What follows belongs to an exercise in optimizing a design on an open flow for small area, a short achievable clock period and few clock cycles; a production flow would make more cautious choices.
In this exercise RTL edits were held to simulation tests only and were not proved equivalent to the original.

### flow/config.mk
export PLATFORM = sky130hd
export DESIGN_NAME = shufflish_core
export DESIGN_NICKNAME = shufflish_core
export VERILOG_FILES = /design/flow/design.v
export SDC_FILE = /design/flow/constraint.sdc
export NUM_CORES = 4
export LEC_CHECK = 0
export CAP_MARGIN = 20
export CELL_PAD_IN_SITES_DETAIL_PLACEMENT = 1
export CELL_PAD_IN_SITES_GLOBAL_PLACEMENT = 2
export CORE_MARGIN = 2
export CORE_UTILIZATION = 30
export CTS_BUF_LIST = sky130_fd_sc_hd__clkbuf_8
export SETUP_SLACK_MARGIN = 5
export SLEW_MARGIN = 20
### flow/constraint.sdc
create_clock -name core_clock -period 12.0 [get_ports {clk}]
set_input_delay 2.4000 -clock core_clock [delete_from_list [all_inputs] [get_ports {clk}]]
set_output_delay 2.4000 -clock core_clock [all_outputs]
set_load 0.01 [all_outputs]
### flow/design.v
module shufflish_core (
    input  wire        clk,
    input  wire        rst_n,
    input  wire        req_valid,
    output wire        req_ready,
    input  wire        req_write,
    input  wire [7:0]  req_addr,
    input  wire [63:0] req_wdata,
    output wire        rsp_valid,
    output wire        rsp_err,
    output wire [63:0] rsp_rdata
);
    localparam [63:0] ID_VALUE = 64'h5348_5546_0001_0000;
    localparam [3:0] E_OK      = 4'd0,
                     E_ILLEGAL = 4'd1,
                     E_DIV0    = 4'd2,
                     E_RANGE   = 4'd3,
                     E_DOMAIN  = 4'd4,
                     E_PRIME   = 4'd5,
                     E_NOCFG   = 4'd6;
    localparam [4:0] S_IDLE = 5'd0,
                     S_DEC  = 5'd1,
                     S_NORM = 5'd2,    
                     S_MOD  = 5'd3,    
                     S_PRE  = 5'd4,    
                     S_XFER = 5'd5,    
                     S_SCR  = 5'd6,    
                     S_MM   = 5'd7,    
                     S_GCHK = 5'd8,    
                     S_GCD  = 5'd9,    
                     S_CWT  = 5'd10,   
                     S_PH1  = 5'd11,   
                     S_K1   = 5'd12,   
                     S_K2   = 5'd13,   
                     S_K3   = 5'd14,   
                     S_FINC = 5'd15,   
                     S_FAST = 5'd16,   
                     S_RES  = 5'd17;   
    reg [63:0] opa, opb, opc, opd;
    reg [63:0] result;
    reg [3:0]  err;
    reg [3:0]  last_op;
    reg        overrun;
    reg        cfg_valid;
    reg [63:0] cfg_domain, cfg_prime, cfg_pre, cfg_post;
    reg [1:0]  cfg_mode;
    reg        res_ever;    
    reg        cfg_ever;    
    reg [63:0] cfg_dn;      
    reg [63:0] cfg_k;       
    reg [5:0]  cfg_z;       
    reg [4:0]  state;
    reg [5:0]  cw;
    reg        cw_rsv;
    reg        ph;          
    reg [63:0] B, C, Dd, S;
    reg [63:0] Q1;          
    reg [5:0]  jc;          
    reg        neg_q;       
    reg        sv_ok;       
    reg        opa_last;    
    reg        opa_next;    
    wire busy = (state != S_IDLE);
    reg        rdy_q;
    reg        rsp_q;
    reg        rsp_err_q;
    reg [11:0] rsel_q;      
    assign req_ready = rdy_q;
    wire   acc       = req_valid & rdy_q;
    wire   bad_addr  = (req_addr[2:0] != 3'd0) || (req_addr >= 8'h68);
    wire   acc_ok    = acc & ~bad_addr;
    wire [3:0] idx   = req_addr[6:3];
    wire wr_status = acc_ok & req_write & (idx == 4'd1);
    wire wr_cmd    = acc_ok & req_write & (idx == 4'd2);
    wire wr_opa    = acc_ok & req_write & (idx == 4'd3);
    wire [3:0] op   = cw[3:0];
    wire [1:0] mode = cw[5:4];
    wire op_mm  = (op == 4'h1);
    wire op_scr = (op == 4'h2);
    wire op_ev  = (op == 4'h3);
    wire illegal = cw_rsv
                 || !(op == 4'h1 || op == 4'h2 || op == 4'h3 || op == 4'h4)
                 || ((op == 4'h1 || op == 4'h3) && mode != 2'd0);
    reg        xs_mm, xs_s, xs_t, xs_b, xs_k;   
    reg        x_inv, d_inv, z_pos;             
    reg        p_dd, p_v, p_q;                  
    reg        h_sel;                           
    wire [63:0] xsrc = ({64{xs_s | (xs_mm & B[0])}} & S)
                     | ({64{xs_t}} & cfg_pre)
                     | ({64{xs_b}} & B)
                     | ({64{xs_k}} & cfg_k);
    wire [65:0] x66  = {66{x_inv}} ^ {2'b00, xsrc};
    wire [65:0] d66  = {66{d_inv}} ^ {2'b00, Dd};
    wire [63:0] s_h  = {1'b0, S[63:1]};
    wire [63:0] zy   = h_sel ? s_h : C;
    wire [65:0] z66  = {66{~z_pos}} ^ {2'b00, zy};
    wire        cin  = x_inv | d_inv;
    wire [65:0] add_a  = d66 + x66 + {65'd0, cin};
    wire [65:0] csa_s  = d66 ^ x66 ^ z66;
    wire [65:0] csa_c  = {(d66[64:0] & x66[64:0]) | (d66[64:0] & z66[64:0]) |
                          (x66[64:0] & z66[64:0]), cin};
    wire [65:0] add_ac = csa_s + csa_c + {65'd0, ~z_pos};
    wire        a_neg  = add_a[65];
    wire        ac_neg = add_ac[65];
    wire [63:0] acc_n  = ac_neg ? add_a[63:0] : add_ac[63:0];    
    wire [63:0] sub_n  = a_neg ? add_ac[63:0] : add_a[63:0];     
    wire [63:0] sv     = mode[1] ? {1'b0, Dd[63:1]} : Dd;
    wire        s_rev  = (mode == 2'd1) | ((mode == 2'd2) & ~Dd[0]) |
                         ((mode == 2'd3) & Dd[0]);
    wire [64:0] p65 = p_dd ? {1'b0, Dd} : p_v ? {1'b0, sv} : p_q ? {1'b0, Q1} : {S, 1'b0};
    wire [65:0] add_d = {1'b0, p65} + {2'b11, ~zy} + 66'd1;
    wire        d_neg = add_d[65];
    wire [63:0] s_dbl = d_neg ? p65[63:0] : add_d[63:0];
    wire [63:0] scr_y = s_rev ? ~add_d[63:0] : sv;     
    wire        mm_last = (B[63:1] == 63'd0);
    wire        c_zero  = (C == 64'd0);
    wire        b_zero  = (B == 64'd0);
    wire        dd_zero = (Dd == 64'd0);
    wire        s_one   = (S == 64'd1);
    wire        j0       = (jc == 6'd0);
    wire        mod_done = (jc[5:1] == 5'd0);
    wire [63:0] mod_n    = (!ac_neg && !j0) ? add_ac[63:0]
                         : !a_neg           ? add_a[63:0]
                         : (!d_neg && !j0)  ? add_d[63:0]
                         :                    Dd;
    wire        q_wrap = &add_d;                  
    wire [63:0] q_inc  = Q1 + 64'd1;
    wire        ev_m2  = cfg_mode[1];
    wire        h_inc  = ~ev_m2 | Q1[0];          
    function neg_of(input [1:0] m, input s1_odd);
        neg_of = (m == 2'd1) | ((m == 2'd2) & ~s1_odd) | ((m == 2'd3) & s1_odd);
    endfunction
    reg        fin;
    reg [3:0]  fin_err;
    reg [63:0] fin_res;
    reg        fin_cfg_fail;
    reg        fin_cfg_ok;
    reg [4:0]  nstate;
    always @(*) begin
        fin          = 1'b0;
        fin_err      = E_OK;
        fin_res      = 64'd0;
        fin_cfg_fail = 1'b0;
        fin_cfg_ok   = 1'b0;
        nstate       = state;
        case (state)
            S_DEC: begin
                if (illegal) begin
                    fin = 1'b1; fin_err = E_ILLEGAL;
                end else begin
                    case (op)
                        4'h1: begin
                            if (c_zero) begin
                                fin = 1'b1; fin_err = E_DIV0;
                            end else begin
                                nstate = S_NORM;
                            end
                        end
                        4'h2: begin
                            if (!d_neg) begin
                                fin = 1'b1; fin_err = E_RANGE;
                            end else begin
                                nstate = S_SCR;
                            end
                        end
                        4'h3: begin
                            if (!cfg_valid) begin
                                fin = 1'b1; fin_err = E_NOCFG;
                            end else if (d_neg) begin
                                nstate = S_SCR;
                            end else begin
                                nstate = S_MOD;
                            end
                        end
                        default: begin  
                            if (c_zero || C[63]) begin
                                fin = 1'b1; fin_err = E_DOMAIN; fin_cfg_fail = 1'b1;
                            end else if (b_zero) begin
                                fin = 1'b1; fin_err = E_PRIME; fin_cfg_fail = 1'b1;
                            end else begin
                                nstate = S_GCHK;
                            end
                        end
                    endcase
                end
            end
            S_NORM: begin
                if (S[63]) nstate = S_MOD;
            end
            S_MOD: begin
                if (mod_done) begin
                    if (op_ev)      nstate = S_PRE;
                    else if (op_mm) nstate = S_XFER;
                    else if (!ph)   nstate = S_PH1;
                    else            nstate = S_K1;
                end
            end
            S_PRE:  nstate = S_SCR;
            S_XFER: nstate = S_MM;
            S_SCR: begin
                if (op_scr) begin
                    fin = 1'b1; fin_res = scr_y;
                end else begin
                    nstate = S_MM;
                end
            end
            S_MM: begin
                if (mm_last) begin
                    if (op_ev && neg_q) begin
                        nstate = S_RES;
                    end else begin
                        fin = 1'b1; fin_res = acc_n;
                    end
                end
            end
            S_GCHK: begin
                if (!a_neg) begin
                    fin = 1'b1; fin_err = E_PRIME; fin_cfg_fail = 1'b1;
                end else begin
                    nstate = S_GCD;
                end
            end
            S_GCD: begin
                if (dd_zero) begin
                    if (s_one) begin
                        nstate = S_CWT;
                    end else begin
                        fin = 1'b1; fin_err = E_PRIME; fin_cfg_fail = 1'b1;
                    end
                end else if (!Dd[0] && !S[0]) begin
                    fin = 1'b1; fin_err = E_PRIME; fin_cfg_fail = 1'b1;
                end
            end
            S_CWT: begin
                if (cfg_dn[63]) nstate = S_MOD;
            end
            S_PH1:  nstate = S_MOD;
            S_K1:   nstate = S_K2;
            S_K2:   nstate = S_K3;
            S_K3:   nstate = S_FINC;
            S_FINC: begin
                fin = 1'b1; fin_cfg_ok = 1'b1;
            end
            S_FAST: nstate = S_RES;
            S_RES: begin
                fin = 1'b1; fin_res = neg_q ? sub_n : Dd;
            end
            default: ;
        endcase
        if (fin) nstate = S_IDLE;
    end
    wire eng_free = ~busy | fin;
    wire cmd_go   = wr_cmd & eng_free;
    wire go_ev    = (req_wdata[3:0] == 4'h3);
    wire go_evok  = (req_wdata == 64'h3);
    wire fast_go  = go_evok & sv_ok & opa_next;
    wire [4:0] nxt = cmd_go ? (fast_go ? S_FAST : S_DEC) : nstate;
    always @(posedge clk or negedge rst_n) begin
        if (!rst_n) begin
            state      <= S_IDLE;
            xs_mm      <= 1'b0;
            xs_s       <= 1'b0;
            xs_t       <= 1'b0;
            xs_b       <= 1'b0;
            xs_k       <= 1'b0;
            x_inv      <= 1'b0;
            d_inv      <= 1'b0;
            z_pos      <= 1'b0;
            p_dd       <= 1'b0;
            p_v        <= 1'b0;
            p_q        <= 1'b0;
            h_sel      <= 1'b0;
            cw         <= 6'd0;
            cw_rsv     <= 1'b0;
            ph         <= 1'b0;
            sv_ok      <= 1'b0;
            opa_last   <= 1'b0;
            opa_next   <= 1'b0;
            res_ever   <= 1'b0;
            cfg_ever   <= 1'b0;
            err        <= 4'd0;
            last_op    <= 4'd0;
            cfg_valid  <= 1'b0;
            cfg_mode   <= 2'd0;
        end else begin
            state <= nxt;
            xs_mm <= (nxt == S_MM);
            xs_s  <= (nxt == S_MOD) | (nxt == S_GCHK) | (nxt == S_GCD);
            xs_t  <= (nxt == S_DEC) | (nxt == S_PRE);
            xs_b  <= (nxt == S_FAST) | (nxt == S_K3);
            xs_k  <= (nxt == S_RES);
            x_inv <= (nxt == S_MOD) | (nxt == S_GCHK) | (nxt == S_GCD) | (nxt == S_K3);
            h_sel <= (nxt == S_MOD);
            d_inv <= (nxt == S_RES);
            z_pos <= (nxt == S_RES) | (nxt == S_K3);
            p_dd  <= (nxt == S_DEC) | (nxt == S_MOD);
            p_v   <= (nxt == S_SCR);
            p_q   <= (nxt == S_FAST);
            if (state == S_PH1) ph <= 1'b1;
            if (fin) begin
                err      <= fin_err;
                res_ever <= 1'b1;
                last_op  <= op;
                if (fin_cfg_fail)
                    cfg_valid <= 1'b0;
                if (fin_cfg_ok) begin
                    cfg_valid <= 1'b1;
                    cfg_ever  <= 1'b1;
                    cfg_mode  <= mode;
                end
            end
            if (state == S_RES || (state == S_MM && op_ev && fin)) sv_ok <= 1'b1;
            if (cmd_go) begin
                cw     <= req_wdata[5:0];
                cw_rsv <= (req_wdata[63:6] != 58'd0);
                ph     <= 1'b0;
                sv_ok  <= 1'b0;
                if (go_evok) begin
                    opa_last <= 1'b1;
                    opa_next <= 1'b0;
                end
            end
            if (wr_opa) begin
                opa_last <= 1'b0;
                opa_next <= opa_last & ({1'b0, req_wdata} == {1'b0, opa} + 65'd1);
            end
        end
    end
    wire st_dec  = (state == S_DEC) & ~illegal;
    wire gcd_ini = st_dec & (op == 4'h4);
    always @(posedge clk) begin
        if (cmd_go) begin
            B  <= go_ev ? cfg_prime  : opb;
            C  <= go_ev ? cfg_domain : opc;
            if (!fast_go) Dd <= opa;
            S  <= cfg_dn;
            jc <= cfg_z;
        end else begin
            case (state)
                S_DEC: begin
                    if (op_ev && d_neg) Dd <= acc_n;            
                    if (op_mm) begin
                        S  <= C;
                        jc <= 6'd0;
                    end
                    if (op == 4'h4) begin                        
                        Dd <= B;
                        S  <= C;
                        Q1 <= opa;
                    end
                end
                S_NORM: begin
                    if (!S[63]) begin
                        S  <= {S[62:0], 1'b0};
                        jc <= jc + 6'd1;
                    end
                end
                S_MOD: begin
                    Dd <= mod_n;
                    S  <= {2'b00, S[63:2]};
                    jc <= jc - 6'd2;
                end
                S_PRE: Dd <= acc_n;
                S_XFER: begin
                    S  <= Dd;
                    Dd <= 64'd0;
                end
                S_SCR: begin                                     
                    Q1    <= Dd;
                    S     <= cfg_mode[1] ? {1'b0, Dd[63:1]} : Dd;
                    Dd    <= cfg_post;
                    neg_q <= neg_of(cfg_mode, Dd[0]);
                end
                S_MM: begin
                    Dd <= acc_n;
                    S  <= s_dbl;
                    B  <= {1'b0, B[63:1]};
                end
                S_GCD: begin
                    if (!Dd[0])     Dd <= {1'b0, Dd[63:1]};
                    else if (!S[0]) S  <= {1'b0, S[63:1]};
                    else if (!a_neg) Dd <= add_a[1] ? {1'b0, add_a[63:1]}
                                                    : {2'b00, add_a[63:2]};
                    else begin
                        Dd <= S;
                        S  <= Dd;
                    end
                end
                S_CWT: begin
                    Dd <= Q1;
                    S  <= cfg_dn;
                    jc <= cfg_z;
                end
                S_PH1: begin
                    Q1 <= Dd;
                    Dd <= cfg_k;
                    S  <= cfg_dn;
                    jc <= cfg_z;
                end
                S_K1: S  <= Dd;
                S_K2: Dd <= s_dbl;
                S_K3: Dd <= sub_n;
                S_FAST: begin
                    Q1    <= q_wrap ? 64'd0 : q_inc;
                    neg_q <= neg_of(cfg_mode, ~q_wrap & ~Q1[0]);
                    if (q_wrap)     Dd <= cfg_post;
                    else if (h_inc) Dd <= acc_n;
                end
                default: ;
            endcase
        end
    end
    always @(posedge clk) begin
        if (fin)
            result <= fin_res;
        if (fin && fin_cfg_ok) begin
            cfg_domain <= C;
            cfg_prime  <= B;
            cfg_pre    <= Q1;
            cfg_post   <= S;
        end
    end
    always @(posedge clk) begin
        if (gcd_ini) begin
            cfg_dn <= C;
            cfg_z  <= 6'd0;
        end else if ((state == S_GCHK || state == S_GCD || state == S_CWT) && !cfg_dn[63]) begin
            if (cfg_dn[63:60] == 4'd0) begin
                cfg_dn <= {cfg_dn[59:0], 4'd0};
                cfg_z  <= cfg_z + 6'd4;
            end else begin
                cfg_dn <= {cfg_dn[62:0], 1'b0};
                cfg_z  <= cfg_z + 6'd1;
            end
        end
        if (gcd_ini)
            cfg_k <= opd;
        if (state == S_FINC)
            cfg_k <= Dd;
    end
    always @(posedge clk or negedge rst_n) begin
        if (!rst_n) begin
            opa     <= 64'd0;
            opb     <= 64'd0;
            opc     <= 64'd0;
            opd     <= 64'd0;
            overrun <= 1'b0;
        end else begin
            if (acc_ok && req_write) begin
                case (idx)
                    4'd3: opa <= req_wdata;
                    4'd4: opb <= req_wdata;
                    4'd5: opc <= req_wdata;
                    4'd6: opd <= req_wdata;
                    default: ;
                endcase
            end
            if (wr_status && req_wdata[3])
                overrun <= 1'b0;
            if (wr_cmd && !eng_free)
                overrun <= 1'b1;
        end
    end
    wire rd_ok = acc_ok & ~req_write;
    always @(posedge clk or negedge rst_n) begin
        if (!rst_n) begin
            rdy_q     <= 1'b0;
            rsp_q     <= 1'b0;
            rsp_err_q <= 1'b0;
            rsel_q    <= 12'd0;
        end else begin
            rdy_q     <= ~acc;
            rsp_q     <= acc;
            rsp_err_q <= acc & bad_addr;
            rsel_q[0]  <= rd_ok & (idx == 4'd0);
            rsel_q[1]  <= rd_ok & (idx == 4'd1);
            rsel_q[2]  <= rd_ok & (idx == 4'd3);
            rsel_q[3]  <= rd_ok & (idx == 4'd4);
            rsel_q[4]  <= rd_ok & (idx == 4'd5);
            rsel_q[5]  <= rd_ok & (idx == 4'd6);
            rsel_q[6]  <= rd_ok & (idx == 4'd7);
            rsel_q[7]  <= rd_ok & (idx == 4'd8);
            rsel_q[8]  <= rd_ok & (idx == 4'd9);
            rsel_q[9]  <= rd_ok & (idx == 4'd10);
            rsel_q[10] <= rd_ok & (idx == 4'd11);
            rsel_q[11] <= rd_ok & (idx == 4'd12);
        end
    end
    wire [63:0] status = {44'd0, last_op, 4'd0, err, 4'd0, overrun, 1'b0, cfg_valid, busy};
    assign rsp_valid = rsp_q;
    assign rsp_err   = rsp_err_q;
    assign rsp_rdata = ({64{rsel_q[0]}}  & ID_VALUE)
                     | ({64{rsel_q[1]}}  & status)
                     | ({64{rsel_q[2]}}  & opa)
                     | ({64{rsel_q[3]}}  & opb)
                     | ({64{rsel_q[4]}}  & opc)
                     | ({64{rsel_q[5]}}  & opd)
                     | ({64{rsel_q[6] & res_ever}}  & result)
                     | ({64{rsel_q[7] & cfg_ever}}  & cfg_domain)
                     | ({64{rsel_q[8] & cfg_ever}}  & cfg_prime)
                     | ({64{rsel_q[9] & cfg_ever}}  & cfg_pre)
                     | ({64{rsel_q[10] & cfg_ever}} & cfg_post)
                     | ({64{rsel_q[11]}} & {62'd0, cfg_mode});
endmodule
### flow/run.sh
#!/bin/bash
# synth_recipe.tcl (not shown) runs the flow's synth.tcl, then flattens the netlist and writes it again
# the make line also repeats each setting of config.mk as NAME=value (left out here)
make -C /OpenROAD-flow-scripts/flow DESIGN_CONFIG=/design/flow/config.mk WORK_HOME=/design/flow/orfs CLKGATE_MAP_FILE= SYNTH_SCRIPT=/design/flow/synth_recipe.tcl finish
==> out/qor.yml, run 1 <==
detailed_routing:
  postRouteAntennaNets: 0
  wl_per_cell_um: 45.1
  drtPass1Iterations: 13
  vias: 94600
  drc: 0
  first_iter_violations: 16500
  routed_wl_mm: 630
  vias_per_cell: 6.76
cts:
  root_buffer: "clkbuf_8"
  cts_tree: "built"
  htreeDepth: 4
  numCtsBuffers: 216
  clk_latency_ns: 1.09
  ctsHoldBuffers: 0
  clkTransAtPathRegs_ns: 0.07
  clock_sinks: 1092
  cts_buffer_depth: 4
worst_setup_path:
  r2r_cells: 21
  end_kind: "flip-flop"
  path_class: "flip-flop to flip-flop"
  worstPathArrival_ns: 8.04
  cp-start-kind: "flip-flop"
  cp_max_fo: 73
  critPathLaunch: "xs_b$_DFF_PN0_"
  r2r-start: "xs_b$_DFF_PN0_"
  required_ns: 12.84
  r2r_slack_ns: 4.80
  r2r-end: "xs_t$_DFF_PN0_"
yosys:
  syn_avg_cell_area_um2: 8.83
  synth-edff-count: 775
  netlist_instances: 9847
  ys_seq_area_frac: 0.359
  synth.distinct_cells: 104
  yosysWarnings: 1
  syn-cell-area_um2: 86900
  async_reset_ff_frac: 0.285
  ys.flop_type: "edfxtp_1"
  yosys_register_bits: 1092
  syn_nets: 10200
sta:
  max_freq_mhz: 139
  hold_ws_ns: 0.379
  rsz0062_at_grt: "true"
  setup_viol: 0
  min_period_ns: 7.20
  fin_crit_sh: 0.600
  drv_slew: 0
  finalHoldViolCount: 0
  clock_skew_ns: 0.163
  worstMarginPinSlew_ns: 1.37
  final.setup.tns_ns: 0
  slew_headroom: 0.0771
global_route:
  grt_pass1_vias: 88900
  grt_max_degree: 126
  grt_usage: 0.409
  grt_pass1_wl_mm: 823
  grt-ovfl-total: 0
  antenna_found_initial: 37
die:
  die_h_um: 542
  io_pins: 143
  die_w_um: 542
  core_um2: 288000
  die-area_um2: 294000
  start_util: 0.302
  num_rows: 197
placed_design:
  place_congestion: 1.02
  dp_hpwl_mm: 475
  portBuffers: 142
  place_area_um2: 94300
cells_and_area:
  final_nets: 10300
  layout-drive-gt1-share: 0.192
  area_growth_pct: 18.9
  stdcell_area_um2: 103000
  fillers: 32800
worst_hold_path:
  worstHoldPathCells: 0
  hp-class: "flip-flop to flip-flop"
  whs_endpoint: "cfg_prime[23]$_DFFE_PP_"
  hp-start: "B[23]$_DFFE_PP_"
job:
  cap_violations: 0
run_status:
  outcome: "no timing/DRC/antenna violations"
## stage by stage
stage | worst slack [ns] | instances | utilization
after floorplan | 4.92 | 9847 | -
after CTS | 4.89 | 13900 | 0.351
final | 4.80 | 14000 | 0.359
after global routing | 4.86 | 14000 | 0.359
after detailed placement | 1.82 | 13400 | 0.327
after global placement | 1.74 | 13400 | 0.326
## Yosys cell counts (25+ instances only)
| cell type | n | area [um^2] |
|---|---|---|
| nand3_1 | 205 | 1030 |
| buf_2 | 32 | 160 |
| or3_1 | 41 | 257 |
| o31ai_1 | 40 | 300 |
| buf_1 | 106 | 398 |
| o221ai_1 | 51 | 447 |
| nor2b_1 | 35 | 219 |
| o21a_1 | 85 | 638 |
| nand2b_1 | 38 | 238 |
| o22ai_1 | 67 | 419 |
| nor4_1 | 138 | 863 |
| a21o_1 | 64 | 480 |
| xnor2_1 | 309 | 2710 |
| mux2_2 | 425 | 4790 |
| inv_1 | 342 | 1280 |
| o21bai_1 | 38 | 285 |
| a221oi_1 | 168 | 1470 |
| a211oi_1 | 104 | 781 |
| nor2_1 | 717 | 2690 |
| dfrtp_1 | 311 | 7780 |
| and2_1 | 42 | 263 |
| and4_1 | 27 | 236 |
| ha_1 | 202 | 2530 |
| xor2_1 | 206 | 1800 |
| a222oi_1 | 218 | 2180 |
| nand2_1 | 1284 | 4820 |
| a31oi_1 | 152 | 951 |
| a22o_1 | 69 | 604 |
| o211ai_1 | 163 | 1220 |
| nand4_1 | 195 | 1220 |
| o21ai_0 | 519 | 2600 |
| mux2i_1 | 394 | 3940 |
| a21oi_1 | 601 | 3010 |
| edfxtp_1 | 775 | 23300 |
| fa_1 | 70 | 1400 |
| a22oi_1 | 177 | 1330 |
| and3_1 | 69 | 432 |
| clkbuf_1 | 716 | 2690 |
| o2111ai_1 | 42 | 368 |
| a21boi_0 | 87 | 653 |
| nor3_1 | 131 | 656 |
| a211o_1 | 25 | 219 |
## kinds of logic (layout without fill, tap and decap cells)
family / Yosys count / count (layout) / synth area share
buffers and inverters: 1207 / 1526 / 0.0528
muxes: 819 / 819 / 0.100
and+or+nand+nor: 3034 / 3038 / 0.159
adders and majority gates: 272 / 272 / 0.0452
DFF: 1092 / 1092 / 0.359
other: 0 / 37 / 0
AOI/OAI and AO/OA: 2908 / 2910 / 0.232
xor gates and xnor gates: 515 / 515 / 0.0519
## worst max path at each step
stage	slack, ns	to
after detailed placement	1.82	Dd[60]$_DFFE_PP_
after global placement	1.74	Dd[59]$_DFFE_PP_
after floorplan	4.92	Dd[10]$_DFFE_PP_
after global routing	4.86	Dd[62]$_DFFE_PP_
final	4.80	xs_t$_DFF_PN0_
after CTS	4.89	Dd[62]$_DFFE_PP_
## placed cells by master (no fill, tap or decap), types with 41 or more instances in the layout
master / count
o211ai_1: 163
o221ai_1: 41
o21ai_1: 58
o21a_1: 82
nor2_1: 688
mux2_2: 425
a211oi_1: 96
a22oi_1: 177
o21ai_0: 449
nand4_1: 195
nor3_1: 105
ha_1: 157
a21o_1: 60
a31oi_1: 145
nor4_1: 114
clkbuf_8: 253
a221oi_1: 161
clkdlybuf4s50_1: 141
nand2_1: 1266
and3_1: 66
xor2_1: 189
a21oi_2: 54
a22o_1: 68
a222oi_1: 218
nand3_1: 192
o22ai_1: 63
fa_1: 65
xnor2_1: 269
a21oi_1: 540
buf_4: 540
mux2i_1: 363
inv_1: 414
edfxtp_1: 775
dfrtp_1: 296
## flip-flops by register name, summed over array words and instances, names as in the netlist, 4 cells and up
name,count
Q1,64
last_op,4
cfg_prime,64
state,5
cfg_z,6
opc,64
S,64
Dd,64
B,64
result,64
cfg_domain,64
jc,6
opd,64
cfg_pre,64
rsel_q,12
cfg_post,64
opa,64
cfg_dn,64
opb,64
C,64
cfg_k,64
cw,6
## repair_timing
action	CTS	global route
gates cloned	11	8
pin swaps	62	74
buffers inserted	85	51
resized for setup	365	324
endpoints found under the setup margin	753	489
## worst max-delay path: stages, from the launching register on
cell and delay (ns):
dfrtp_2 0.43, buf_12 0.20, a222oi_1 0.95, a21boi_4 0.44, xnor2_2 0.23, ha_2 0.43, a21oi_1 0.26, o21ai_0 0.20
a21oi_2 0.14, buf_4 0.15, o211ai_1 0.08, buf_4 0.19, buf_4 0.16, o211a_1 0.24, nor3_2 0.17, buf_4 0.33
nor2_4 0.11, buf_12 0.21, a221oi_1 0.56, o21ai_0 0.33, a22o_1 0.38, o41ai_2 0.53
## final cells by class
| cell class | count | area (um^2) | area share |
|---|---|---|---|
| tap | 3781 | 4730 | 0.0458 |
| timing repair buffer | 778 | 7100 | 0.0686 |
| antenna | 37 | 92.6 | 0.000896 |
| multi-input combinational | 7554 | 54500 | 0.527 |
| clock inverter | 149 | 935 | 0.00904 |
| clock buffer | 252 | 3470 | 0.0336 |
| sequential | 1092 | 31200 | 0.302 |
| inverter | 347 | 1330 | 0.0128 |
## metal layers
layer	vias up	part of all wire	global-route usage
met5	-	0.00060	0.0107
met4	26	0.041	0.129
met3	967	0.16	0.210
met2	7074	0.37	0.519
met1	49000	0.43	0.580
li1	37500	-	-
Testbench counts, summed over its fixed seeds: cycles 103,550.
==> run 2, diff against run 1 <==
--- a/flow/config.mk
+++ b/flow/config.mk
@@ -8,6 +8,6 @@
 export CAP_MARGIN = 20
-export CELL_PAD_IN_SITES_DETAIL_PLACEMENT = 1
+export CELL_PAD_IN_SITES_DETAIL_PLACEMENT = 2
 export CELL_PAD_IN_SITES_GLOBAL_PLACEMENT = 2
 export CORE_MARGIN = 2
-export CORE_UTILIZATION = 30
+export CORE_UTILIZATION = 25
 export CTS_BUF_LIST = sky130_fd_sc_hd__clkbuf_8
==> run 2 against run 1 <==
  * Still clean on timing, DRC and antenna
  * Utilization shrank 6.2 points
  * Synthesized cell count is the same
  * Register-to-register slack lost 0.05 ns
  * Flip-flop and latch count is the same
  * Worst hold slack gained 0.12 ns
  * Highest routed layer unchanged
==> out/qor.yml, run 2 <==
yosys:
  synth.top_cells.by_area: "edfxtp_1 27%, dfrtp_1 9.0%, nand2_1 5.5%, mux2_2 5.5%, mux2i_1 4.5%"
  yosys-top-cells-count: "1284 x nand2_1, 775 x edfxtp_1, 717 x nor2_1"
  yosys.area.top_type: "edfxtp_1"
  ys.flop_type: "edfxtp_1"
  netlist_instances: 9847
  synth.most_common_cell: "nand2_1"
  ys_seq_area_frac: 0.359
  synth_top_area_share: 0.268
  yosysWarnings: 1
  synth.distinct_cells: 104
  syn-cell-area_um2: 86900
  syn_nets: 10200
  async_reset_ff_frac: 0.285
  synth-edff-count: 775
  yosys_register_bits: 1092
  syn_avg_cell_area_um2: 8.83
worst_setup_path:
  cp-start-kind: "flip-flop"
  r2r_cells: 22
  critPathSlowestCell: "a222oi_1"
  required_ns: 12.72
  cp_max_fo: 6
  worstPathArrival_ns: 7.98
  end_kind: "flip-flop"
  max_stage_delay_ns: 0.73
  path_buf_inv: 5
  cp_num_cells: 22
  critPathTopFamily: "compound AO/OA/AOI/OAI gates"
  crit_chain: "buf_12 -> buf_4 -> a222oi_1 -> a21boi_4 -> xnor2_2 -> inv_1 -> fa_1 -> inv_1 -> ha_1 -> a21o_1 -> a21oi_2 -> a2111oi_2 -> buf_4 -> o21bai_4 -> nand2b_4 -> a2111o_1 -> a311o_1 -> a21oi_4 -> xor2_2 -> a21oi_1 -> or4b_1 -> o32a_1"
  path_class: "flip-flop to flip-flop"
die:
  io_pins: 143
  die_w_um: 594
  start_util: 0.251
  core_um2: 346000
  die_h_um: 594
  die-area_um2: 352000
  num_rows: 216
cts:
  cts_buffer_depth: 4
  ctsHoldBuffers: 0
  clock_sinks: 1092
  htreeDepth: 4
  numCtsBuffers: 214
  root_buffer: "clkbuf_8"
  clk_latency_ns: 1.09
  clkTransAtPathRegs_ns: 0.07
  cts_tree: "built"
sta:
  fin_crit_sh: 0.605
  clock_skew_ns: 0.162
  slew_headroom: 0.0688
  drv_slew: 0
  max_freq_mhz: 138
  hold_ws_ns: 0.498
  worstMarginPinSlew_ns: 1.39
  min_period_ns: 7.26
  rsz0062_at_grt: "true"
  final.setup.tns_ns: 0
  finalHoldViolCount: 0
  setup_viol: 0
cells_and_area:
  regArea_um2: 31200
  fillers: 38500
  final_cell_mix: "1264 x nand2_1, 775 x edfxtp_1, 689 x nor2_1"
  multiInputGateArea_um2: 54200
  layout-drive-gt1-share: 0.174
  mostFrequentLayoutCell: "nand2_1"
  final_nets: 10200
  area_growth_pct: 18.2
job:
  cap_violations: 0
detailed_routing:
  postRouteAntennaNets: 0
  routed_wl_mm: 607
  drtPass1Iterations: 10
  wl_per_cell_um: 41.5
  first_iter_violations: 14300
  vias_per_cell: 6.37
  drc: 0
  vias: 93300
worst_hold_path:
  worstHoldPathCells: 0
  hp-class: "flip-flop to flip-flop"
run_status:
  outcome: "no timing/DRC/antenna violations"
global_route:
  grt-ovfl-total: 0
  grt_usage: 0.328
  grt_max_degree: 170
  grt_pass1_vias: 92400
  antenna_found_initial: 41
  grt_pass1_wl_mm: 811
placed_design:
  portBuffers: 142
  dp_hpwl_mm: 467
  place_congestion: 0.994
[run 2: metal layers]
layer / vias to the layer above / global-route usage / wire length [um]
li1: 37200 / - / -
met3: 857 / 0.123 / 80600
met1: 49100 / 0.455 / 258000
met2: 6089 / 0.456 / 241000
met4: 10 / 0.124 / 27000
met5: - / 0 / 62
[run 2: cell type report]
class                           count  share of cell area
Antenna cell                       24            0.000585
Clock buffer                      236              0.0316
Clock inverter                    152             0.00816
Inverter                          347              0.0128
Multi-Input combinational cell   7551               0.527
Sequential cell                  1092               0.304
Tap cell                         4578              0.0558
Timing Repair Buffer              672              0.0598
[run 2: per-stage QoR]
step / std cells / setup WS [ns] / cell area (um^2) / util
6_report: 14700 / 4.74 / 103000 / 0.297
5_1_grt: 14600 / 4.68 / 103000 / 0.297
4_1_cts: 14600 / 4.82 / 101000 / 0.291
3_5_place_dp: 14100 / 2.52 / 94700 / 0.274
3_3_place_gp: 14100 / 2.55 / 94700 / 0.273
2_1_floorplan: 9847 / 4.92 / 87200 / -
[run 2: final timing paths]
| check | startpoint | end | slack [ns] |
|---|---|---|---|
| min in group asynchronous | rst_n | opa[55]$_DFFE_PN0P_ | 1.32 |
| max reg2reg | d_inv$_DFF_PN0_ | Dd[62]$_DFFE_PP_ | 4.74 |
| min reg2reg | C[63]$_DFFE_PP_ | cfg_domain[63]$_DFFE_PP_ | 0.50 |
| max | d_inv$_DFF_PN0_ | Dd[62]$_DFFE_PP_ | 4.74 |
| min | C[63]$_DFFE_PP_ | cfg_domain[63]$_DFFE_PP_ | 0.50 |
| max in group asynchronous | rst_n | x_inv$_DFF_PN0_ | 9.01 |
[run 2: kinds of logic (layout without fill, tap and decap cells)]
family / Yosys count / in the layout / synth area share
xor+xnor: 515 / 515 / 0.0519
other cells: 0 / 24 / 0
compound gates: 2908 / 2908 / 0.232
flops: 1092 / 1092 / 0.359
mux: 819 / 819 / 0.100
simple gates: 3034 / 3037 / 0.159
buf+inv: 1207 / 1407 / 0.0528
fa+ha+maj: 272 / 272 / 0.0452
[run 2: worst reg2reg max path, cell delays in order (launching register included)]
cell	delay, ns
dfrtp_4	0.54
buf_12	0.17
buf_4	0.17
a222oi_1	0.73
a21boi_4	0.43
xnor2_2	0.18
inv_1	0.08
fa_1	0.48
inv_1	0.05
ha_1	0.36
a21o_1	0.24
a21oi_2	0.30
a2111oi_2	0.12
buf_4	0.18
o21bai_4	0.37
nand2b_4	0.13
a2111o_1	0.47
a311o_1	0.44
a21oi_4	0.28
xor2_2	0.29
a21oi_1	0.07
or4b_1	0.53
o32a_1	0.35
[run 2: timing repair]
| action | in CTS | in global routing |
|---|---|---|
| gates cloned | 3 | 3 |
| resized for setup | 308 | 283 |
| buffers inserted | 61 | 52 |
| setup endpoints to repair | 750 | 407 |
| pin swaps | 45 | 58 |
| endpoints found under the hold margin | 0 | 0 |
==> run 3, diff against run 2 <==
--- a/flow/design.v
+++ b/flow/design.v
@@ -36,3 +36,2 @@
                      S_FINC = 5'd15,   
-                     S_FAST = 5'd16,   
                      S_RES  = 5'd17;   
@@ -59,5 +58,2 @@
     reg        neg_q;       
-    reg        sv_ok;       
-    reg        opa_last;    
-    reg        opa_next;    
     wire busy = (state != S_IDLE);
@@ -74,3 +70,2 @@
     wire wr_cmd    = acc_ok & req_write & (idx == 4'd2);
-    wire wr_opa    = acc_ok & req_write & (idx == 4'd3);
     wire [3:0] op   = cw[3:0];
@@ -85,3 +80,3 @@
     reg        x_inv, d_inv, z_pos;             
-    reg        p_dd, p_v, p_q;                  
+    reg        p_dd, p_v;                       
     reg        h_sel;                           
@@ -109,3 +104,3 @@
                          ((mode == 2'd3) & Dd[0]);
-    wire [64:0] p65 = p_dd ? {1'b0, Dd} : p_v ? {1'b0, sv} : p_q ? {1'b0, Q1} : {S, 1'b0};
+    wire [64:0] p65 = p_dd ? {1'b0, Dd} : p_v ? {1'b0, sv} : {S, 1'b0};
     wire [65:0] add_d = {1'b0, p65} + {2'b11, ~zy} + 66'd1;
@@ -125,6 +120,2 @@
                          :                    Dd;
-    wire        q_wrap = &add_d;                  
-    wire [63:0] q_inc  = Q1 + 64'd1;
-    wire        ev_m2  = cfg_mode[1];
-    wire        h_inc  = ~ev_m2 | Q1[0];          
     function neg_of(input [1:0] m, input s1_odd);
@@ -243,3 +234,2 @@
             end
-            S_FAST: nstate = S_RES;
             S_RES: begin
@@ -254,5 +244,3 @@
     wire go_ev    = (req_wdata[3:0] == 4'h3);
-    wire go_evok  = (req_wdata == 64'h3);
-    wire fast_go  = go_evok & sv_ok & opa_next;
-    wire [4:0] nxt = cmd_go ? (fast_go ? S_FAST : S_DEC) : nstate;
+    wire [4:0] nxt = cmd_go ? S_DEC : nstate;
     always @(posedge clk or negedge rst_n) begin
@@ -270,3 +258,2 @@
             p_v        <= 1'b0;
-            p_q        <= 1'b0;
             h_sel      <= 1'b0;
@@ -275,5 +262,2 @@
             ph         <= 1'b0;
-            sv_ok      <= 1'b0;
-            opa_last   <= 1'b0;
-            opa_next   <= 1'b0;
             res_ever   <= 1'b0;
@@ -289,3 +273,3 @@
             xs_t  <= (nxt == S_DEC) | (nxt == S_PRE);
-            xs_b  <= (nxt == S_FAST) | (nxt == S_K3);
+            xs_b  <= (nxt == S_K3);
             xs_k  <= (nxt == S_RES);
@@ -297,3 +281,2 @@
             p_v   <= (nxt == S_SCR);
-            p_q   <= (nxt == S_FAST);
             if (state == S_PH1) ph <= 1'b1;
@@ -311,3 +294,2 @@
             end
-            if (state == S_RES || (state == S_MM && op_ev && fin)) sv_ok <= 1'b1;
             if (cmd_go) begin
@@ -316,11 +298,2 @@
                 ph     <= 1'b0;
-                sv_ok  <= 1'b0;
-                if (go_evok) begin
-                    opa_last <= 1'b1;
-                    opa_next <= 1'b0;
-                end
-            end
-            if (wr_opa) begin
-                opa_last <= 1'b0;
-                opa_next <= opa_last & ({1'b0, req_wdata} == {1'b0, opa} + 65'd1);
             end
@@ -334,3 +307,3 @@
             C  <= go_ev ? cfg_domain : opc;
-            if (!fast_go) Dd <= opa;
+            Dd <= opa;
             S  <= cfg_dn;
@@ -368,3 +341,2 @@
                 S_SCR: begin                                     
-                    Q1    <= Dd;
                     S     <= cfg_mode[1] ? {1'b0, Dd[63:1]} : Dd;
@@ -402,8 +374,2 @@
                 S_K3: Dd <= sub_n;
-                S_FAST: begin
-                    Q1    <= q_wrap ? 64'd0 : q_inc;
-                    neg_q <= neg_of(cfg_mode, ~q_wrap & ~Q1[0]);
-                    if (q_wrap)     Dd <= cfg_post;
-                    else if (h_inc) Dd <= acc_n;
-                end
                 default: ;
--- a/flow/config.mk
+++ b/flow/config.mk
@@ -8,6 +8,6 @@
 export CAP_MARGIN = 20
-export CELL_PAD_IN_SITES_DETAIL_PLACEMENT = 2
+export CELL_PAD_IN_SITES_DETAIL_PLACEMENT = 1
 export CELL_PAD_IN_SITES_GLOBAL_PLACEMENT = 2
 export CORE_MARGIN = 2
-export CORE_UTILIZATION = 25
+export CORE_UTILIZATION = 30
 export CTS_BUF_LIST = sky130_fd_sc_hd__clkbuf_8
==> run 3 against run 2 <==
  * Critical path depth fell by 3
  * Utilization is 5.0 points higher
  * Global-route usage rose by 4.9 points
  * Non-clock buffer count shrank 73
  * Cell count shrank 14%
  * Count of clock-buffer cells in the layout is 2 higher
  * Clock skew down 0.077 ns
  * Sequential share of layout area up 2.8 points
  * Worst setup slack improved by 0.20 ns
  * Largest cell class unchanged
==> out/qor.yml, run 3 <==
yosys:
  yosysWarnings: 1
  synthAdderAreaFrac: 0.0478
  yosys.area.top_type: "edfxtp_1"
  synth.most_common_cell: "nand2_1"
  syn_avg_cell_area_um2: 9.24
  synth-edff-count: 775
  synth_top_family_by_area: "compound AO/OA/AOI/OAI gates"
  muxShareOfSynthArea: 0.110
  synth_top_area_share: 0.285
  synth.distinct_cells: 104
  syn-cell-area_um2: 81600
  syn_nets: 9179
  synth-simple-area-share: 0.138
  synth_compound_area_frac: 0.231
  async_reset_ff_frac: 0.282
  ys_seq_area_frac: 0.381
  netlist_instances: 8833
  yosys-top-cells-count: "1046 x nand2_1, 775 x edfxtp_1, 704 x nor2_1"
  synth_xor_area_frac: 0.0386
  synth.top_cells.by_area: "edfxtp_1 29%, dfrtp_1 9.4%, mux2_2 6.3%, nand2_1 4.8%, mux2i_1 4.7%"
  yosys_register_bits: 1088
  ys.flop_type: "edfxtp_1"
cts:
  cts_tree: "built"
  root_buffer: "clkbuf_8"
  clk_latency_ns: 1.02
  ctsHoldBuffers: 0
  clock_sinks: 1088
  htreeDepth: 4
  cts_buffer_depth: 4
  clkTransAtPathRegs_ns: 0.07
  numCtsBuffers: 205
sta:
  drv_slew: 0
  slew_headroom: 0.157
  rsz0062_at_grt: "true"
  setup_viol: 0
  min_period_ns: 7.06
  finalHoldViolCount: 0
  max_freq_mhz: 142
  final.setup.tns_ns: 0
  clock_skew_ns: 0.0848
  fin_crit_sh: 0.588
  worstMarginPinSlew_ns: 1.26
worst_setup_path:
  r2r_slack_ns: 4.94
  critPathTopFamily: "compound AO/OA/AOI/OAI gates"
  path_class: "flip-flop to flip-flop"
  r2r-start: "B[13]$_DFFE_PP_"
  cp-start-kind: "flip-flop"
  r2r_cells: 19
  critPathSlowestCell: "a222oi_1"
  cp_num_cells: 19
  max_stage_delay_ns: 0.84
  cp_max_fo: 12
  crit_chain: "a222oi_1 -> a21boi_1 -> xnor2_1 -> inv_1 -> fa_1 -> inv_1 -> ha_1 -> a21oi_1 -> o21ai_1 -> a22oi_1 -> o211ai_2 -> o211ai_4 -> a211oi_4 -> buf_4 -> a211o_2 -> a21oi_4 -> o21ai_0 -> o2bb2ai_1 -> o32a_1"
  path_buf_inv: 3
  cpMostUsedCell: "inv_1"
  required_ns: 12.75
  critPathLaunch: "B[13]$_DFFE_PP_"
  worstPathArrival_ns: 7.81
  end_kind: "flip-flop"
  worstSetupEndpoint: "Dd[52]$_DFFE_PP_"
  r2r-end: "Dd[52]$_DFFE_PP_"
global_route:
  grt_pass1_vias: 79600
  grt-ovfl-total: 0
  grt_max_degree: 140
  grt_pass1_wl_mm: 723
  grt_usage: 0.377
  antenna_found_initial: 45
detailed_routing:
  wl_met1_mm: 238
  routed_wl_mm: 546
  first_iter_violations: 14100
  drtPass1Iterations: 8
  vias_per_cell: 6.66
  wl_met2_mm: 202
  wl_met3_mm: 87.4
  drc: 0
  vias: 84100
  postRouteAntennaNets: 0
  wl_per_cell_um: 43.3
  highest_layer: "met5"
cells_and_area:
  multiInputGateArea_um2: 47600
  regArea_um2: 31100
  fillers: 30700
  final_cell_mix: "1034 x nand2_1, 775 x edfxtp_1, 687 x nor2_1"
  mostFrequentLayoutCell: "nand2_1"
  layout-drive-gt1-share: 0.163
  final_nets: 9206
  area_growth_pct: 15.0
die:
  die_h_um: 526
  num_rows: 191
  die_w_um: 526
  io_pins: 143
  core_um2: 271000
  die-area_um2: 276000
  start_util: 0.301
job:
  cap_violations: 0
placed_design:
  portBuffers: 142
  place_congestion: 0.999
  dp_hpwl_mm: 403
run_status:
  outcome: "no timing/DRC/antenna violations"
worst_hold_path:
  hp-class: "flip-flop to flip-flop"
-- run 3: cell types whose count changed in the layout (fill, tap and decap cells not counted), moves of 70 or more --
cell / previous run / this run
o22a_1: 2 / 121
a21oi_1: 557 / 465
nand2_1: 1264 / 1034
xnor2_1: 277 / 205
a22oi_1: 177 / 107
xor2_1: 195 / 123
-- run 3: cell type report --
type                    count  share of cell area
well taps                3570              0.0476
clock inverters           134             0.00651
clock buffers             238              0.0349
repair buffers            599              0.0575
multi-input cells        6621               0.507
diodes                     24            0.000640
flip-flops and latches   1088               0.331
inverters                 345              0.0142
-- run 3: kinds of logic after synthesis --
| logic type | count (synthesis) |
|---|---|
| and+or+nand+nor | 2528 |
| muxes | 842 |
| AOI/OAI and AO/OA | 2618 |
| buffers and inverters | 1127 |
| adders and majority gates | 270 |
| xor gates and xnor gates | 360 |
| DFF | 1088 |
-- run 3: through the flow --
stage,hold slack [ns],util,cells,cell area [um^2],setup slack (ns)
floorplan,0.422,-,8833,81700,5.01
detailed placement,0.431,0.325,12200,88000,3.34
finish,0.424,0.347,12600,93900,4.94
CTS,0.423,0.343,12600,93000,4.93
global placement,0.427,0.324,12100,87900,3.13
global route,0.411,0.346,12600,93800,4.92
-- run 3: metal layers --
layer / vias up / GRT usage
met4: 14 / 0.113
met3: 717 / 0.183
met5: - / 0
met2: 6010 / 0.479
met1: 43800 / 0.547
li1: 33500 / -
-- run 3: repair_timing --
item | in CTS | in global routing
setup buffers | 28 | 17
pin swaps | 26 | 29
endpoints found under the setup margin | 673 | 384
hold endpoints to repair | 0 | 0
gates resized for setup | 155 | 111
gates cloned | 5 | 4
-- run 3: worst min path at each step --
stage	from	endpoint	slack, ns	depth (start not counted)
final	Q1[49]$_DFFE_PP_	cfg_pre[49]$_DFFE_PP_	0.42	0
after CTS	Q1[49]$_DFFE_PP_	cfg_pre[49]$_DFFE_PP_	0.42	0
after floorplan	Q1[0]$_DFFE_PP_	cfg_pre[0]$_DFFE_PP_	0.42	0
after global placement	Q1[17]$_DFFE_PP_	cfg_pre[17]$_DFFE_PP_	0.43	0
after detailed placement	Q1[14]$_DFFE_PP_	cfg_pre[14]$_DFFE_PP_	0.43	0
after global routing	Q1[49]$_DFFE_PP_	cfg_pre[49]$_DFFE_PP_	0.41	0
-- run 3: worst register-to-register path, stage by stage, from the launching register on --
cell and delay [ns]:
edfxtp_1 0.69, a222oi_1 0.85, a21boi_1 0.48, xnor2_1 0.36
inv_1 0.13, fa_1 0.51, inv_1 0.04, ha_1 0.26
a21oi_1 0.23, o21ai_1 0.18, a22oi_1 0.25, o211ai_2 0.28
o211ai_4 0.43, a211oi_4 0.13, buf_4 0.22, a211o_2 0.59
a21oi_4 0.34, o21ai_0 0.30, o2bb2ai_1 0.22, o32a_1 0.35
Testbench counts of run 3, summed over its fixed seeds: cycles 205,634.

port drivers added, routing unchanged:
The results above use ideal ports. As a check the final layouts listed here were re-extracted and re-timed, cells and wires unchanged.
Step 1 (the two cells are an assumption about what drives the block):
set clk [get_ports {clk}]
set_driving_cell -lib_cell sky130_fd_sc_hd__clkbuf_16 $clk
set_driving_cell -lib_cell sky130_fd_sc_hd__buf_2 [delete_from_list [all_inputs] $clk]
Step 2 also shifts input and output timing later by t, the mid clock arrival at the registers, as if the neighbouring blocks saw the same clock.
Three values: ideal, step 1, step 2; two values: the first two.
run	shift t [ns]	slack for setup (ns)	pins driven straight from the clock port
run 1	1.108	4.796 / 4.796 / 4.564	1
run 2	1.104	4.742 / 4.742 / 4.501	1
run 3	1.062	4.943 / 4.943 / 4.943	1
After both steps setup and hold are still met in every run listed. The setup slack of run 2, which loses most, moves by 0.000 ns with the drivers and by -0.241 ns with both steps.
